This is an optimization exercise on Yosys and OpenROAD, whose aim is small area, not a production implementation.
At most, simulation tests tie the RTL to the original design; equivalence was not proved.
Power and IR drop assume default switching activity.

==> flow/design.v (excerpt) <==
module sdh_top #(
    parameter integer F_CLK = 50000000
) (
    input  wire        clk,
    input  wire        rst,
    input  wire        req_valid,
    output wire        req_ready,
    input  wire [3:0]  req_op,
    input  wire [31:0] req_arg,
    input  wire [5:0]  req_cmd,
    input  wire        req_keep,
    output reg         rsp_valid,
    output reg  [3:0]  rsp_status,
    output wire [7:0]  rsp_data,
    output wire [5:0]  rsp_cmd,
    output reg  [2:0]  rsp_shape,
    output wire [7:0]  rsp_token,
    output reg  [31:0] rsp_ext,
    output reg  [3:0]  rsp_npoll,
    output reg         rsp_busy,
    output reg         rsp_vdd_valid,
    output reg  [5:0]  rsp_vdd_low,
    output reg  [5:0]  rsp_vdd_high,
    output reg  [1:0]  rsp_va,
    output reg         sh_link,
    output reg         sh_en,
    output reg         sh_ai,
    output reg  [15:0] sh_addr,
    output reg  [2:0]  sh_cs,
    output reg         sh_fdiv_valid,
    output reg  [7:0]  sh_fdiv,
    output wire        tx_valid,
  ...
export LEC_CHECK = 0
export ABC_AREA = 1
export CAP_MARGIN = 20
export CORE_MARGIN = 2
export CORE_UTILIZATION = 40
export SLEW_MARGIN = 20
create_clock -name core_clock -period 10.0 [get_ports {clk}]
standard.sh (not shown) runs the stock make flow with config.mk's settings and CLKGATE_MAP_FILE= SYNTH_SCRIPT=/design/flow/synth_recipe.tcl, a recipe that flattens the netlist after the stock synthesis.
==> flow/flow/run.sh <==
#!/bin/bash
# The standard layout, with the smallest buffer on every input and output port
# instead of the one buffer_ports picks by default, and a clock tree of small
# buffers under one strong root buffer, without dummy loads.
set -euo pipefail
export BUFFER_PORTS_ARGS="-buffer_cell sky130_fd_sc_hd__buf_1"
export CTS_ARGS="-sink_clustering_enable -dont_use_dummy_load -buf_list sky130_fd_sc_hd__clkbuf_8 -root_buf sky130_fd_sc_hd__clkbuf_16"
bash standard.sh > standard_flow.log 2>&1
Edit:
--- a/flow/design.v
+++ b/flow/design.v
@@ -60,17 +60,17 @@
     reg [2:0]  sdp;          
     reg [2:0]  cnt;          
     reg        xph;          
     reg [2:0]  idx;          
     reg        mism;
     reg [6:0]  crc;
     reg [6:0]  tok;
     reg [25:0] dv;           
-    reg [2:0]  dq;           
+    reg [8:0]  dq;           
     reg [3:0]  dk;           
     reg [4:0]  bk;           
     reg        pd, dc, sg, fi;
     assign req_ready = (st == M_IDLE);
     assign rsp_token = {1'b0, tok};
     assign rsp_data  = rsp_ext[7:0];
     wire is_sd = (r_op == OP_SDCMD) || (r_op == OP_SDACMD);
     reg       cmd_def;
@@ -195,17 +195,17 @@
     wire        dlast = (bk == 5'd25);
     wire        dfst  = (bk == 5'd0);
     wire        da    = dfst ? N2M1[dk] : fi ? DR0[bk - 5'd1] : pd;
     wire        dbb   = rsp_ext[0] ^ ~sg;         
     wire        dcin  = dfst ? ~sg : dc;
     wire        dsum  = da ^ dbb ^ dcin;
     wire        dco   = (da & dbb) | (da & dcin) | (dbb & dcin);
     wire        dqb   = ~dsum;                    
-    wire [9:0]  dQ    = {rsp_ext[31:26], dq, dqb};
+    wire [9:0]  dQ    = {dq, dqb};
     reg  [7:0]  ddec;
     reg         dbw;
     integer     di;
     always @(*) begin
         dbw = ~dQ[0];
         for (di = 0; di < 8; di = di + 1) begin
             ddec[di] = dQ[di + 1] ^ dbw;
             dbw = dbw & ~dQ[di + 1];
@@ -253,17 +253,17 @@
             fi <= 1'b1;
         end else begin
             bk <= inc5(bk);
             if (dlast) begin
                 bk <= 5'd0;
                 dk <= dk - 4'd1;
                 sg <= dsum;
                 fi <= 1'b0;
-                dq <= dQ[2:0];
+                dq <= dQ[8:0];
             end
         end
         if (xdone && !xerr) begin
             case (kind)
                 K_CFGWR: begin
                     sh_en <= cfg[0];
                     sh_ai <= cfg[1];
                 end
@@ -348,18 +348,16 @@
                 if (xdone) begin
                     rsp_status <= xerr ? ST_PROTO : ST_OK;
                     rsp_valid  <= 1'b1;
                     st         <= M_IDLE;
                 end
             end
             M_DIV: begin
                 rsp_ext[25:0] <= {rsp_ext[0], rsp_ext[25:1]};
-                if (dlast)
-                    rsp_ext[31:26] <= dQ[8:3];
                 if (dlast && dk == 4'd0) begin
                     rsp_ext[7:0] <= fdiv;
                     st <= M_BRIDGE;
                 end
             end
             M_SDEND: begin
                 if (first && rsp_status == ST_OK) begin
                     first     <= 1'b0;
What happened: Clock power is higher by about 2%; sequential power stays flat; global-route usage is higher by 0.48 points; setup slack gets worse by 0.46 ns; final cell count stays flat; clock skew hardly moves; non-clock buffer count is higher by 2; fmax is lower by 8.7%; first-iteration DRC count is lower by 1.3%; via count is higher by 1.6%.

---

rev 12:
RTL: one of the versions met above, not the one the previous note started from.
Size in the first run: ~1400 cells after synthesis, about 170 flip-flops, roughly 180 I/O pins, ~10000 sq um of cells after synthesis.
export LEC_CHECK = 0
export ABC_AREA = 1
export CAP_MARGIN = 20
export CORE_MARGIN = 2
export CORE_UTILIZATION = 40
export SLEW_MARGIN = 20
create_clock -name core_clock -period 10.0 [get_ports {clk}]
run.sh (not shown) runs the stock make flow with config.mk's settings and CLKGATE_MAP_FILE= SYNTH_SCRIPT=/design/flow/synth_recipe.tcl, a recipe that flattens the netlist after the stock synthesis.
Stock flow here: none of the scripts above is used.
diff inputs: rev 12 => rev 13
-- flow/design.v --
<<< rev 12, line 65
    reg [6:0]  crc;
    reg [6:0]  tok;
    reg [25:0] dv;           
    reg [8:0]  dq;           
    reg [3:0]  dk;           
    reg [4:0]  bk;           
>>> rev 13, line 65
    reg [6:0]  crc;
    reg [6:0]  tok;
    reg [26:0] dv;           
    reg [9:0]  dq;           
    reg [3:0]  dk;           
    reg [4:0]  bk;           
<<< rev 12, line 190
    wire       xdone  = rx_go && (idx[1:0] == rx_last);
    wire       xerr   = mism || bad;
    wire        dbig   = (rsp_ext[31:25] != 7'd0);
    wire        dsmall = (rsp_ext[24:17] == 8'd0);
    localparam [25:0] DR0 = N2M1 >> 10;
    wire        dlast = (bk == 5'd25);
    wire        dfst  = (bk == 5'd0);
    wire        da    = dfst ? N2M1[dk] : fi ? DR0[bk - 5'd1] : pd;
>>> rev 13, line 190
    wire       xdone  = rx_go && (idx[1:0] == rx_last);
    wire       xerr   = mism || bad;
    wire        dbig   = (rsp_ext[31:26] != 6'd0);
    wire        dsmall = (rsp_ext[25:16] == 10'd0);
    localparam [26:0] DR0 = N2M1 >> 11;
    wire        dlast = (bk == 5'd26);
    wire        dfst  = (bk == 5'd0);
    wire        da    = dfst ? N2M1[dk] : fi ? DR0[bk - 5'd1] : pd;
<<< rev 12, line 201
    wire        dco   = (da & dbb) | (da & dcin) | (dbb & dcin);
    wire        dqb   = ~dsum;                    
    wire [9:0]  dQ    = {dq, dqb};
    reg  [7:0]  ddec;
    reg         dbw;
>>> rev 13, line 201
    wire        dco   = (da & dbb) | (da & dcin) | (dbb & dcin);
    wire        dqb   = ~dsum;                    
    wire [10:0] dQ    = {dq, dqb};
    reg  [7:0]  ddec;
    reg         dbw;
<<< rev 12, line 212
        end
    end
    wire        dsat  = dQ[9] | (dQ[8:0] == 9'h1FF);
    wire [7:0]  fdiv  = dsat ? 8'd255 : ddec;
    wire r7 = rx_data[7];
>>> rev 13, line 212
        end
    end
    wire        dsat  = dQ[10] | dQ[9] | (dQ[8:0] == 9'h1FF);
    wire [7:0]  fdiv  = dsat ? 8'd255 : ddec;
    wire r7 = rx_data[7];
<<< rev 12, line 244
                crc <= crc7_byte((cnt == 3'd0) ? 7'd0 : crc, tx_data);
        end
        dv <= {dsum, dv[25:1]};
        pd <= dv[0];
        dc <= dco;
        if (st != M_DIV) begin
            bk <= 5'd0;
            dk <= 4'd9;
            sg <= 1'b0;
            fi <= 1'b1;
>>> rev 13, line 244
                crc <= crc7_byte((cnt == 3'd0) ? 7'd0 : crc, tx_data);
        end
        dv <= {dsum, dv[26:1]};
        pd <= dv[0];
        dc <= dco;
        if (st != M_DIV) begin
            bk <= 5'd0;
            dk <= 4'd10;
            sg <= 1'b0;
            fi <= 1'b1;
<<< rev 12, line 259
                sg <= dsum;
                fi <= 1'b0;
                dq <= dQ[8:0];
            end
        end
>>> rev 13, line 259
                sg <= dsum;
                fi <= 1'b0;
                dq <= dQ[9:0];
            end
        end
<<< rev 12, line 353
            end
            M_DIV: begin
                rsp_ext[25:0] <= {rsp_ext[0], rsp_ext[25:1]};
                if (dlast && dk == 4'd0) begin
                    rsp_ext[7:0] <= fdiv;
>>> rev 13, line 353
            end
            M_DIV: begin
                rsp_ext[26:0] <= {rsp_ext[0], rsp_ext[26:1]};
                if (dlast && dk == 4'd0) begin
                    rsp_ext[7:0] <= fdiv;
==> comparison <==
In the tables for rev 13 and rev 12, final worst slack reads higher with rev 13. Total non-filler cell area in the finished layout (rev 13 over rev 12): increase, 240 sq um. Between rev 12 and rev 13, logic gate share of total power increased. Lower final critical delay including setup and external delays among rev 13 and rev 12: rev 13. In the flow results for rev 13 and rev 12, the area growth from synthesis to layout is smaller on rev 13. Delta (rev 13 minus rev 12): die area went up by about 2.4%; non-clock buffer count went down by 3. Lower non-clock buffer contribution to total cell area among rev 13 and rev 12: rev 13. Compared with rev 12, in rev 13 complex-gate fraction of the synthesized area went up 0.29 points; sequential cell count now sits higher. Lower sequential share of layout area was reported by rev 13, not rev 12.
The RTL of rev 13 was laid out without a check of its function.

---

sdh_top, a different RTL version from the one above (not shown whole).
For scale: ~180 I/O pins, about 0.0079 sq mm of cells after synthesis.
Settings: LEC_CHECK=0, ABC_AREA=1, CAP_MARGIN=20, CORE_MARGIN=2, CORE_UTILIZATION=40, SLEW_MARGIN=20; clock period 10.0 ns.
standard.sh (not shown) runs the stock make flow with config.mk's settings and CLKGATE_MAP_FILE= SYNTH_SCRIPT=/design/flow/synth_recipe.tcl, a recipe that flattens the netlist after the stock synthesis.
==> flow/flow/run.sh <==
#!/bin/bash
# The standard layout with three changes to how it is made:
#  - after the standard synthesis, its combinational logic is mapped again for
#    area by Yosys/ABC (flow/remap.sh); every register keeps its name and cell;
#  - every input and output port gets the smallest buffer (buf_1);
#  - the clock tree uses clkbuf_8 under one clkbuf_16 root, without dummy loads.
# Each tool writes its full output to a log file in this folder (and ORFS's
# own logs under orfs/logs).
set -euo pipefail
export BUFFER_PORTS_ARGS="-buffer_cell sky130_fd_sc_hd__buf_1"
export REMOVE_ABC_BUFFERS=1
export CTS_ARGS="-sink_clustering_enable -dont_use_dummy_load -buf_list sky130_fd_sc_hd__clkbuf_8 -root_buf sky130_fd_sc_hd__clkbuf_16"
RES="$PWD/orfs/results/$FLOW_PLATFORM/sdh_top/base"
bash standard.sh "$RES/1_2_yosys.v" > synth_flow.log 2>&1
bash flow/remap.sh "$RES/1_2_yosys.v" > remap.log 2>&1
bash standard.sh > standard_flow.log 2>&1
Other scripts of this flow, unchanged in this note and not shown: flow/flow/remap.sh
Change:
--- a/flow/design.v
+++ b/flow/design.v
@@ -53,26 +53,27 @@
                P_FLUSH = 3'd4, P_DESEL = 3'd5;
     reg [2:0]  st;
     reg [3:0]  r_op;
     reg [5:0]  r_cmd;
     reg        r_keep;
     reg        first;        
     reg [2:0]  ss;           
     reg [2:0]  sdp;          
     reg [2:0]  cnt;          
     reg        xph;          
     reg [2:0]  idx;          
     reg        mism;
-    reg [6:0]  tok;          
-    reg [6:0]  dvx;          
+    reg [6:0]  crc;
+    reg [6:0]  tok;
+    reg [25:0] dv;           
     reg [2:0]  dq;           
     reg [3:0]  dk;           
     reg [4:0]  bk;           
     reg        pd, dc, sg, fi;
     assign req_ready = (st == M_IDLE);
     assign rsp_token = {1'b0, tok};
     assign rsp_data  = rsp_ext[7:0];
     wire is_sd = (r_op == OP_SDCMD) || (r_op == OP_SDACMD);
     reg       cmd_def;
     reg [2:0] cmd_shape;
     always @(*) begin
         cmd_def   = 1'b1;
@@ -97,25 +98,25 @@
     end
     assign rsp_cmd = first ? 6'd55 : r_cmd;
     always @(*) rsp_shape = cmd_shape;
     wire [2:0] shape_eff = first ? SH_R1 : cmd_shape;
     wire       ext_none  = (shape_eff == SH_R1);
     wire       ext_four  = (shape_eff == SH_R3) || (shape_eff == SH_R7);
     wire       keep_eff  = r_keep & ~first;
     wire sel_comp = is_sd ? (sdp == P_SEL || sdp == P_DESEL) : (r_op == OP_SELECT);
     wire is_speed = !is_sd && (r_op == OP_SPEED);
     wire [2:0] ss_end = (sel_comp || is_speed) ? 3'd3 : 3'd5;
     wire [1:0] alo = sel_comp ? 2'd2 : is_speed ? 2'd1 : 2'd3;
     wire [7:0] frame_byte = (cnt == 3'd0) ? {2'b01, rsp_cmd} :
-                            (cnt == 3'd5) ? {tok, 1'b1} :
+                            (cnt == 3'd5) ? {crc, 1'b1} :
                             first ? 8'h00 : rsp_ext[31:24];
     reg [2:0]  kind;
     reg [1:0]  cfg;
     reg [15:0] addr;
     reg [7:0]  wbyte;
     always @(*) begin
         kind = K_RDDATA;
         cfg  = 2'b01;
         addr = {14'h2980, alo};    
         case (st)
             M_INIT: begin
                 case (ss[1:0])
@@ -179,25 +180,24 @@
     end
     wire active = (st == M_INIT) || (st == M_SINGLE) || (st == M_BRIDGE);
     wire no_tx  = (kind == K_RDDATA);
     assign tx_valid = active && !xph && !idx[2] && !no_tx;
     assign rx_ready = active && xph;
     wire [7:0] fix    = (idx[1:0] != 2'd0 || kind == K_WRDATA) ? 8'h00 :
                         (kind == K_FLUSH) ? 8'hFF : 8'h01;
     wire       capb   = (kind == K_RDDATA) || (kind == K_CFGRD && idx == 2'd1);
     wire       rx_go  = rx_ready && rx_valid;
     wire       bad    = !capb && (rx_data != (tx_data ^ fix));
     wire       xdone  = rx_go && (idx[1:0] == rx_last);
     wire       xerr   = mism || bad;
-    wire [25:0] dv = {r_cmd[4:0], cnt, rsp_npoll, tok, dvx};
     wire        dbig   = (rsp_ext[31:25] != 7'd0);
     wire        dsmall = (rsp_ext[24:17] == 8'd0);
     localparam [25:0] DR0 = N2M1 >> 10;
     wire        dlast = (bk == 5'd25);
     wire        dfst  = (bk == 5'd0);
     wire        da    = dfst ? N2M1[dk] : fi ? DR0[bk - 5'd1] : pd;
     wire        dbb   = rsp_ext[0] ^ ~sg;         
     wire        dcin  = dfst ? ~sg : dc;
     wire        dsum  = da ^ dbb ^ dcin;
     wire        dco   = (da & dbb) | (da & dcin) | (dbb & dcin);
     wire        dqb   = ~dsum;                    
     wire [9:0]  dQ    = {rsp_ext[31:26], dq, dqb};
@@ -232,28 +232,28 @@
             end else if (rx_valid) begin
                 if (bad) mism <= 1'b1;
                 idx <= inc3(idx);
                 if (capb && (!is_sd || (sdp == P_EXT) || (sdp == P_FRAME && cnt != 3'd0 && cnt != 3'd5 && !first)))
                     rsp_ext <= {rsp_ext[23:0], (is_sd && sdp == P_FRAME) ? 8'h00 : rx_data};
                 if (xdone) begin
                     xph  <= 1'b0;
                     idx  <= IW;
                     mism <= 1'b0;
                 end
             end
             if (tx_valid && tx_ready && is_sd && sdp == P_FRAME && kind == K_WRDATA && cnt != 3'd5)
-                tok <= crc7_byte((cnt == 3'd0) ? 7'd0 : tok, tx_data);
+                crc <= crc7_byte((cnt == 3'd0) ? 7'd0 : crc, tx_data);
         end
+        dv <= {dsum, dv[25:1]};
         pd <= dv[0];
-        dvx <= dv[7:1];
         dc <= dco;
         if (st != M_DIV) begin
             bk <= 5'd0;
             dk <= 4'd9;
             sg <= 1'b0;
             fi <= 1'b1;
         end else begin
             bk <= inc5(bk);
             if (dlast) begin
                 bk <= 5'd0;
                 dk <= dk - 4'd1;
                 sg <= dsum;
@@ -344,25 +344,24 @@
                         ss <= inc3(ss);
                 end
             end
             M_SINGLE: begin
                 if (xdone) begin
                     rsp_status <= xerr ? ST_PROTO : ST_OK;
                     rsp_valid  <= 1'b1;
                     st         <= M_IDLE;
                 end
             end
             M_DIV: begin
                 rsp_ext[25:0] <= {rsp_ext[0], rsp_ext[25:1]};
-                {r_cmd[4:0], cnt, rsp_npoll, tok} <= {dsum, dv[25:8]};
                 if (dlast)
                     rsp_ext[31:26] <= dQ[8:3];
                 if (dlast && dk == 4'd0) begin
                     rsp_ext[7:0] <= fdiv;
                     st <= M_BRIDGE;
                 end
             end
             M_SDEND: begin
                 if (first && rsp_status == ST_OK) begin
                     first     <= 1'b0;
                     rsp_npoll <= 4'd0;
                     sdp       <= P_SEL;
Power went down by well over a third.
Routed wire length went down by a few percent.
First-iteration DRC count went down by roughly a tenth.
Critical path depth went up by 3.
Cell count hardly moves.
Worst setup slack gains 0.15 ns.
Non-clock buffer count went down by 1.
Fmax went up by a few percent.
Die area went up by a few percent.
Global-route usage went down by 3.7 points.
Hold slack loses 0.0094 ns.

==> separate check: timing with driven ports <==
The results above use ideal ports. As a check the final layouts listed here were re-extracted and re-timed, cells and wires unchanged.
Step 1 assumes that a clkbuf_16 drives the clock port and a buf_2 every other input.
Step 2 moves the port delays by t, midway between the first and last clock arrival at a register: inputs arrive t later, outputs are due t later. That takes back most of the time a late clock gives input paths.
Slacks: ideal ports / drivers / drivers and shift; pairs: ideal ports / drivers.
| run | t (ns) | setup WS [ns] | worst hold slack (ns) | latest minus earliest clock arrival (ns) | cell pins on the clock port's net |
|---|---|---|---|---|---|
| the first run of note 1 | 0.423 | 5.153 / 5.107 / 5.125 | 0.297 / 0.297 / 0.297 | 0.041 / 0.041 | 1 |
| the second run of note 1 | 0.424 | 4.690 / 4.641 / 5.066 | 0.325 / 0.325 / 0.325 | 0.042 / 0.041 | 1 |
| rev 12 | 0.482 | 4.293 / 4.246 / 4.728 | 0.329 / 0.329 / 0.329 | 0.011 / 0.011 | 1 |
| rev 13 | 0.487 | 4.424 / 4.373 / 4.819 | 0.330 / 0.330 / 0.330 | 0.016 / 0.016 | 1 |
| the first run of note 3 | 0.419 | 3.608 / 3.608 / 3.608 | 0.321 / 0.321 / 0.321 | 0.025 / 0.026 | 1 |
| the second run of note 3 | 0.418 | 3.757 / 3.757 / 3.757 | 0.311 / 0.311 / 0.311 | 0.031 / 0.031 | 1 |
After both steps setup and hold are still met in every run listed. The setup slack of the first run of note 1, which loses most, moves by -0.046 ns with the drivers and by -0.028 ns with both steps.
